This design comes from an exercise in tuning for small area, a short achievable clock period and few clock cycles on the open sky130 flow, not from production work.
In this exercise RTL edits were held to simulation tests only and were not proved equivalent to the original.
Power and IR drop assume default switching activity.

## rev 12
==> flow/design.v <==
module ia_alu (
    input  wire [2:0] op,
    input  wire [7:0] a,       
    input  wire [7:0] x,       
    output reg  [7:0] r,
    output wire       c,
    output wire       v,
    output reg        z,
    output wire       n
);
    wire       sub = op[0];
    wire [7:0] y   = sub ? ~x : x;
    wire [8:0] s   = {1'b0, a} + {1'b0, y} + {8'd0, sub};
    wire       x0  = (x == 8'h00);
    wire       x80 = (x == 8'h80);
    assign c = s[8] & ~(sub & x0);
    assign v = (sub & x80) ? a[7] : ((a[7] == y[7]) && (s[7] != a[7]));
    wire [7:0] ax   = a ^ x;
    wire [7:0] aox  = a | x;
    wire       zadd = ~ax[0] && (ax[7:1] == aox[6:0]);
    always @(*) begin
        case (op)
            3'd0: begin r = s[7:0]; z = zadd; end
            3'd1: begin r = s[7:0]; z = (a == x); end
            3'd2: begin r = a & x;  z = ((a & x) == 8'h00); end
            3'd3: begin r = a | x;  z = (aox == 8'h00); end
            3'd4: begin r = a ^ x;  z = (ax == 8'h00); end
            default: begin r = ~a;  z = (a == 8'hff); end
        endcase
    end
    assign n = r[7];
endmodule
module ia_mem (
    input  wire       clk,
    input  wire       we,
    input  wire [5:0] waddr,
    input  wire [7:0] wdata,
    input  wire [5:0] raddr,
    output wire [7:0] rdata
);
    reg [7:0] mem [0:63];
    always @(posedge clk)
        if (we) mem[waddr] <= wdata;
    assign rdata = mem[raddr];
endmodule
module ia_cpu (
    input  wire       clk,
    input  wire       rst,           
    input  wire       load_we,       
    input  wire [7:0] load_addr,     
    input  wire [7:0] load_data,
    output wire [7:0] mem_rdata,     
    input  wire       start,         
    output wire       halted,
    output wire       fault,
    output wire [7:0] acc,
    output wire [7:0] pc,
    output wire [3:0] status,        
    output wire       out_valid,
    output wire [7:0] out_data,
    input  wire       out_ready,
    input  wire       in_valid,
    input  wire [7:0] in_data,
    output wire       in_ready
);
    localparam [1:0] S_IDLE = 2'd0, S_RUN = 2'd1, S_HALT = 2'd2;
    localparam [1:0] C_M = 2'd0, C_I = 2'd1, C_O = 2'd2;
    reg [1:0]  run;
    reg        fault_r;
    reg [1:0]  cyc;          
    reg [7:0]  pc_r;         
    reg [7:0]  acc_r;
    reg [3:0]  st;           
    reg [13:0] ir;           
    reg        irv;          
    reg [3:0]  oop;          
    reg        oload;        
    reg [5:0]  ra0, ra1, ra2, ra3;   
    reg [1:0]  wsel;         
    reg [1:0]  osel;         
    reg        pfj;          
    reg        pw_v;         
    reg [7:0]  pw_a, pw_d;
    wire running = (run == S_RUN);
    wire cm = (cyc == C_M);
    wire ci = (cyc == C_I);
    wire co = (cyc == C_O);
    wire [5:0] rd0 = running ? ra0 : load_addr[7:2];
    wire [5:0] rd1 = running ? ra1 : load_addr[7:2];
    wire [5:0] rd2 = running ? ra2 : load_addr[7:2];
    wire [5:0] rd3 = running ? ra3 : load_addr[7:2];
    wire [7:0] q0, q1, q2, q3;
    ia_mem u_b0 (.clk(clk), .we(pw_v && pw_a[1:0] == 2'd0), .waddr(pw_a[7:2]), .wdata(pw_d), .raddr(rd0), .rdata(q0));
    ia_mem u_b1 (.clk(clk), .we(pw_v && pw_a[1:0] == 2'd1), .waddr(pw_a[7:2]), .wdata(pw_d), .raddr(rd1), .rdata(q1));
    ia_mem u_b2 (.clk(clk), .we(pw_v && pw_a[1:0] == 2'd2), .waddr(pw_a[7:2]), .wdata(pw_d), .raddr(rd2), .rdata(q2));
    ia_mem u_b3 (.clk(clk), .we(pw_v && pw_a[1:0] == 2'd3), .waddr(pw_a[7:2]), .wdata(pw_d), .raddr(rd3), .rdata(q3));
    function [7:0] pick(input [1:0] s, input [7:0] a0, input [7:0] a1, input [7:0] a2, input [7:0] a3);
        case (s)
            2'd0: pick = a0;
            2'd1: pick = a1;
            2'd2: pick = a2;
            default: pick = a3;
        endcase
    endfunction
    wire [7:0] wb0 = pick(wsel,        q0, q1, q2, q3);
    wire [7:0] wb1 = pick(wsel + 2'd1, q0, q1, q2, q3);
    wire [7:0] wb2 = pick(wsel + 2'd2, q0, q1, q2, q3);
    wire [7:0] wb3 = pick(wsel + 2'd3, q0, q1, q2, q3);
    wire [7:0] ob  = pick(running ? osel : load_addr[1:0], q0, q1, q2, q3);
    assign mem_rdata = ob;
    reg [5:0] ra_w;
    always @(*) begin
        case (pw_a[1:0])
            2'd0: ra_w = ra0;
            2'd1: ra_w = ra1;
            2'd2: ra_w = ra2;
            default: ra_w = ra3;
        endcase
    end
    wire [7:0] pc_r1  = pc_r + 8'd1;
    wire rd_haz = pw_v && (ra_w == pw_a[7:2]);                     
    wire ir_haz = pw_v && ci && (pw_a == pc_r || pw_a == pc_r1);   
    wire hold   = rd_haz || ir_haz;                                
    wire [13:0] mi   = {wb0, wb1[5:0]};
    wire [3:0]  op   = cm ? mi[13:10] : (ci ? ir[13:10] : oop);
    wire [1:0]  md   = cm ? mi[9:8]   : (ci ? ir[9:8]   : 2'b00);
    wire [7:0]  opnd = cm ? mi[7:0]   : ir[7:0];
    wire no_opnd  = (op == 4'd5) || (op >= 4'd13);
    wire bad      = !co && md[1];
    wire ind      = !co && md[0] && !no_opnd;    
    wire is_alu   = (op <= 4'd5);
    wire is_read  = (op == 4'd6);
    wire is_write = (op == 4'd7);
    wire is_goto  = (op == 4'd8);
    wire is_br    = (op >= 4'd9) && (op <= 4'd12);
    wire is_out   = (op == 4'd13);
    wire is_in    = (op == 4'd14);
    wire is_end   = (op == 4'd15);
    wire [1:0] br_sel   = op[1:0] - 2'd1;    
    wire       br_taken = st[br_sel];
    wire to_o = !bad && ((cm && (ind || is_read)) ||
                         (ci && ind && is_read) ||
                         (co && is_read && !oload));
    wire [7:0] x = (cm || (ci && !ind)) ? opnd : ob;
    wire ld   = !bad && !to_o && is_read;      
    wire done = !bad && !to_o;                 
    wire stall = (is_out && !out_ready) || (is_in && !in_valid);
    wire [7:0] alu_r;
    wire       alu_c, alu_v, alu_z, alu_n;
    ia_alu u_alu (.op(op[2:0]), .a(acc_r), .x(x),
                  .r(alu_r), .c(alu_c), .v(alu_v), .z(alu_z), .n(alu_n));
    wire [7:0] seq  = co ? pc_r : pc_r + 8'd2;      
    wire       jump = done && (is_goto || (is_br && br_taken));
    wire        usesop  = ci && (ind || is_read);
    wire        pf_hit  = usesop && (osel == wsel || osel == wsel + 2'd1);
    wire [13:0] ir_new  = cm ? {wb2, wb3[5:0]} : (ci ? {wb0, wb1[5:0]} : ir);
    wire        ir_ok   = cm ? !jump : (ci ? (!pf_hit && (pfj == jump)) : (irv && !jump));
    wire [3:0] nop      = ir_new[13:10];
    wire       n_noop   = (nop == 4'd5) || (nop >= 4'd13);
    wire       n_useop  = !ir_new[9] && ((ir_new[8] && !n_noop) || nop == 4'd6);
    wire [7:0] na       = ir_new[7:0];
    wire [1:0] nbsel    = nop[1:0] - 2'd1;
    wire       n_pfj    = (ir_new[9:8] == 2'b00) &&
                          ((nop == 4'd8) || ((nop >= 4'd9) && (nop <= 4'd12) && st[nbsel]));
    function [23:0] win(input [7:0] t);
        reg [5:0] i0, i1;
        begin
            i0 = t[7:2];
            i1 = t[7:2] + 6'd1;
            win = {(t[1:0] > 2'd3) ? i1 : i0,        
                   (t[1:0] > 2'd2) ? i1 : i0,        
                   (t[1:0] > 2'd1) ? i1 : i0,        
                   (t[1:0] > 2'd0) ? i1 : i0};       
        end
    endfunction
    wire [7:0]  t_m   = jump ? x : seq;
    wire [7:0]  t_f   = ((ci && pfj) ? ir[7:0] : seq) + 8'd2;
    wire [7:0]  t_i   = n_pfj ? na : t_f;
    wire [23:0] win_m = win(t_m);
    wire [23:0] win_i = win(t_i);
    wire [7:0] oa = cm ? opnd : ob;
    wire cpu_we = running && !hold && !stall && done && is_write;
    always @(posedge clk) begin
        if (rst) begin
            run     <= S_IDLE;
            fault_r <= 1'b0;
            cyc     <= C_M;
            pc_r    <= 8'd0;
            acc_r   <= 8'd0;
            st      <= 4'd0;
            ra0 <= 6'd0; ra1 <= 6'd0; ra2 <= 6'd0; ra3 <= 6'd0;
            wsel    <= 2'd0;
            osel    <= 2'd0;
            pw_v    <= 1'b0;
        end else begin
            pw_v <= cpu_we || ((run == S_IDLE) && load_we);
            pw_a <= running ? x : load_addr;
            pw_d <= running ? acc_r : load_data;
            if (run == S_IDLE) begin
                if (start) begin
                    run  <= S_RUN;
                    cyc  <= C_M;
                    ra0 <= 6'd0; ra1 <= 6'd0; ra2 <= 6'd0; ra3 <= 6'd0;
                    wsel <= 2'd0;
                end
            end else if (running && ir_haz) begin
                cyc  <= C_M;
                wsel <= pc_r[1:0];
                {ra3, ra2, ra1, ra0} <= win(pc_r);
            end else if (running && !rd_haz && !stall) begin
                if (bad) begin
                    run     <= S_HALT;
                    fault_r <= 1'b1;
                    pc_r    <= seq;
                end else if (done && is_end) begin
                    run     <= S_HALT;
                    pc_r    <= seq;
                end else begin
                    if (done && is_alu) begin
                        acc_r <= alu_r;
                        if (op[2:1] == 2'b00) st <= {alu_c, alu_v, alu_n, alu_z};
                        else                  st[1:0] <= {alu_n, alu_z};
                    end
                    if (done && is_in) acc_r <= in_data;
                    if (ld) acc_r <= ob;
                    ir  <= ir_new;
                    irv <= ir_ok;
                    if (to_o) begin
                        cyc   <= C_O;
                        pc_r  <= seq;
                        oop   <= op;
                        oload <= cm ? !ind : 1'b1;
                        osel  <= oa[1:0];
                        ra0 <= oa[7:2]; ra1 <= oa[7:2]; ra2 <= oa[7:2]; ra3 <= oa[7:2];
                    end else if (!ir_ok) begin
                        cyc   <= C_M;
                        pc_r  <= t_m;
                        wsel  <= t_m[1:0];
                        {ra3, ra2, ra1, ra0} <= win_m;
                    end else begin
                        cyc   <= C_I;
                        pc_r  <= t_m;
                        pfj   <= n_pfj;
                        wsel  <= t_i[1:0];
                        osel  <= na[1:0];
                        ra0 <= (n_useop && na[1:0] == 2'd0) ? na[7:2] : win_i[5:0];
                        ra1 <= (n_useop && na[1:0] == 2'd1) ? na[7:2] : win_i[11:6];
                        ra2 <= (n_useop && na[1:0] == 2'd2) ? na[7:2] : win_i[17:12];
                        ra3 <= (n_useop && na[1:0] == 2'd3) ? na[7:2] : win_i[23:18];
                    end
                end
            end
        end
    end
    wire go = running && !hold;
    assign halted    = (run == S_HALT);
    assign fault     = fault_r;
    assign acc       = acc_r;
    assign pc        = pc_r;
    assign status    = st;
    assign out_valid = go && ((cm && mi[13:9] == 5'b11010) || (ci && ir[13:9] == 5'b11010));
    assign out_data  = acc_r;
    assign in_ready  = go && ((cm && mi[13:9] == 5'b11100) || (ci && ir[13:9] == 5'b11100));
endmodule
Settings: LEC_CHECK=0, CAP_MARGIN=20, CORE_MARGIN=2, CORE_UTILIZATION=55, PLACE_DENSITY=0.65, SETUP_SLACK_MARGIN=2.0, SLEW_MARGIN=20, SYNTH_HIERARCHICAL=1, TNS_END_PERCENT=5; clock period 8.0 ns.
run.sh (not shown) runs the stock make flow with config.mk's settings and CLKGATE_MAP_FILE= SYNTH_SCRIPT=/design/flow/synth_recipe.tcl, a recipe that flattens the netlist after the stock synthesis.
Testbench counts of rev 12, summed over its fixed seeds: cycles 43,003.
Modified inputs, rev 13 compared to rev 12
--- a/flow/design.v
+++ b/flow/design.v
@@ -71,10 +71,12 @@
     reg [7:0]  pc_r;         
     reg [7:0]  acc_r;
     reg [3:0]  st;           
     reg [13:0] ir;           
     reg        irv;          
+    reg [13:0] ib;           
+    reg        ibv;          
     reg [3:0]  oop;          
     reg        oload;        
     reg [5:0]  ra0, ra1, ra2, ra3;   
     reg [1:0]  wsel;         
     reg [1:0]  osel;         
@@ -117,11 +119,14 @@
             default: ra_w = ra3;
         endcase
     end
     wire [7:0] pc_r1  = pc_r + 8'd1;
     wire rd_haz = pw_v && (ra_w == pw_a[7:2]);                     
-    wire ir_haz = pw_v && ci && (pw_a == pc_r || pw_a == pc_r1);   
+    wire [7:0] pc_r2  = pc_r + 8'd2;
+    wire [7:0] pc_r3  = pc_r + 8'd3;
+    wire ir_haz = pw_v && ci && (pw_a == pc_r || pw_a == pc_r1 ||   
+                                 (ibv && !pfj && (pw_a == pc_r2 || pw_a == pc_r3)));
     wire hold   = rd_haz || ir_haz;                                
     wire [13:0] mi   = {wb0, wb1[5:0]};
     wire [3:0]  op   = cm ? mi[13:10] : (ci ? ir[13:10] : oop);
     wire [1:0]  md   = cm ? mi[9:8]   : (ci ? ir[9:8]   : 2'b00);
     wire [7:0]  opnd = cm ? mi[7:0]   : ir[7:0];
@@ -150,13 +155,20 @@
     ia_alu u_alu (.op(op[2:0]), .a(acc_r), .x(x),
                   .r(alu_r), .c(alu_c), .v(alu_v), .z(alu_z), .n(alu_n));
     wire [7:0] seq  = co ? pc_r : pc_r + 8'd2;      
     wire       jump = done && (is_goto || (is_br && br_taken));
     wire        usesop  = ci && (ind || is_read);
-    wire        pf_hit  = usesop && (osel == wsel || osel == wsel + 2'd1);
-    wire [13:0] ir_new  = cm ? {wb2, wb3[5:0]} : (ci ? {wb0, wb1[5:0]} : ir);
-    wire        ir_ok   = cm ? !jump : (ci ? (!pf_hit && (pfj == jump)) : (irv && !jump));
+    wire        h0_ok   = !usesop || !(osel == wsel || osel == wsel + 2'd1);
+    wire        h1_ok   = !usesop ||  (osel == wsel || osel == wsel + 2'd1);
+    wire [13:0] h0      = {wb0, wb1[5:0]};
+    wire [13:0] h1      = {wb2, wb3[5:0]};
+    wire        from_ib = ci && !pfj && ibv;
+    wire [13:0] ir_new  = cm ? h1 : (ci ? (from_ib ? ib : h0) : ir);
+    wire        ir_ok   = cm ? !jump :
+                          (ci ? ((pfj == jump) && (from_ib || h0_ok)) : (irv && !jump));
+    wire [13:0] ib_new  = ci ? (from_ib ? h0 : h1) : ib;
+    wire        ib_ok   = ci ? (from_ib ? h0_ok : h1_ok) : (co && ibv);
     wire [3:0] nop      = ir_new[13:10];
     wire       n_noop   = (nop == 4'd5) || (nop >= 4'd13);
     wire       n_useop  = !ir_new[9] && ((ir_new[8] && !n_noop) || nop == 4'd6);
     wire [7:0] na       = ir_new[7:0];
     wire [1:0] nbsel    = nop[1:0] - 2'd1;
@@ -172,11 +184,12 @@
                    (t[1:0] > 2'd1) ? i1 : i0,        
                    (t[1:0] > 2'd0) ? i1 : i0};       
         end
     endfunction
     wire [7:0]  t_m   = jump ? x : seq;
-    wire [7:0]  t_f   = ((ci && pfj) ? ir[7:0] : seq) + 8'd2;
+    wire [7:0]  t_b   = (ci && pfj) ? ir[7:0] : seq;
+    wire [7:0]  t_f   = ib_ok ? t_b + 8'd4 : t_b + 8'd2;
     wire [7:0]  t_i   = n_pfj ? na : t_f;
     wire [23:0] win_m = win(t_m);
     wire [23:0] win_i = win(t_i);
     wire [7:0] oa = cm ? opnd : ob;
     wire cpu_we = running && !hold && !stall && done && is_write;
@@ -223,10 +236,12 @@
                     end
                     if (done && is_in) acc_r <= in_data;
                     if (ld) acc_r <= ob;
                     ir  <= ir_new;
                     irv <= ir_ok;
+                    ib  <= ib_new;
+                    ibv <= ib_ok;
                     if (to_o) begin
                         cyc   <= C_O;
                         pc_r  <= seq;
                         oop   <= op;
                         oload <= cm ? !ind : 1'b1;
Findings:
Rev 12 reports its highest metal layer with signal wires as met4 while rev 13 reports met5. On proportion of synthesized chip area in sequential cells: rev 13 sits below rev 12. NOTE: count of buffers added by post-CTS timing repair for setup in rev 13 falls short of that of rev 12. Number of buffer and inverter stages on the critical path in rev 13 is 4 below rev 12. In the metrics for rev 13 and rev 12, the one carrying the higher count of plain and timing-repair buffers is rev 13. Per the comparison of rev 13 with rev 12, via count of the first global-routing pass rose by 571; number of antenna violations at the first check in global routing grew by 2; total track usage about even; number of gates given a new drive strength after cts fell 17; power now sits higher. Xor and xnor fraction of the mapped netlist area of rev 12 is on par with rev 13. Rev 13 improves on rev 12 in first-iteration DRC count.
Testbench counts of rev 13, summed over its fixed seeds: cycles 42,656.

## afterwards: timing with drivers on the ports
The results above use ideal ports. As a check the final layouts listed here were re-extracted and re-timed, cells and wires unchanged. Step 1 sets driving cells, clkbuf_16 on the clock port and buf_2 on the other inputs (assumed; they add their load-dependent delay and slew). Step 2, shift: input delay + t, output delay - t, t = (earliest + latest rising clock arrival at the registers) / 2. This alone moves slack from input paths to output paths. Three values: ideal, step 1, step 2; two values: the first two.
| run | t, ns | setup WS [ns] | worst setup path at the end | latest minus earliest clock arrival (ns) | worst data-port slew with drivers (ns) |
|---|---|---|---|---|---|
| rev 12 | 0.925 | 1.139 / 1.151 / 0.264 | input to register | 0.038 / 0.038 | 0.05 |
| rev 13 | 0.933 | 1.139 / 1.088 / 0.317 | input to register | 0.035 / 0.035 | 0.05 |
After both steps every run listed still meets setup and hold. The setup slack of rev 12, which loses most, moves by +0.012 ns with the drivers and by -0.875 ns with both steps.
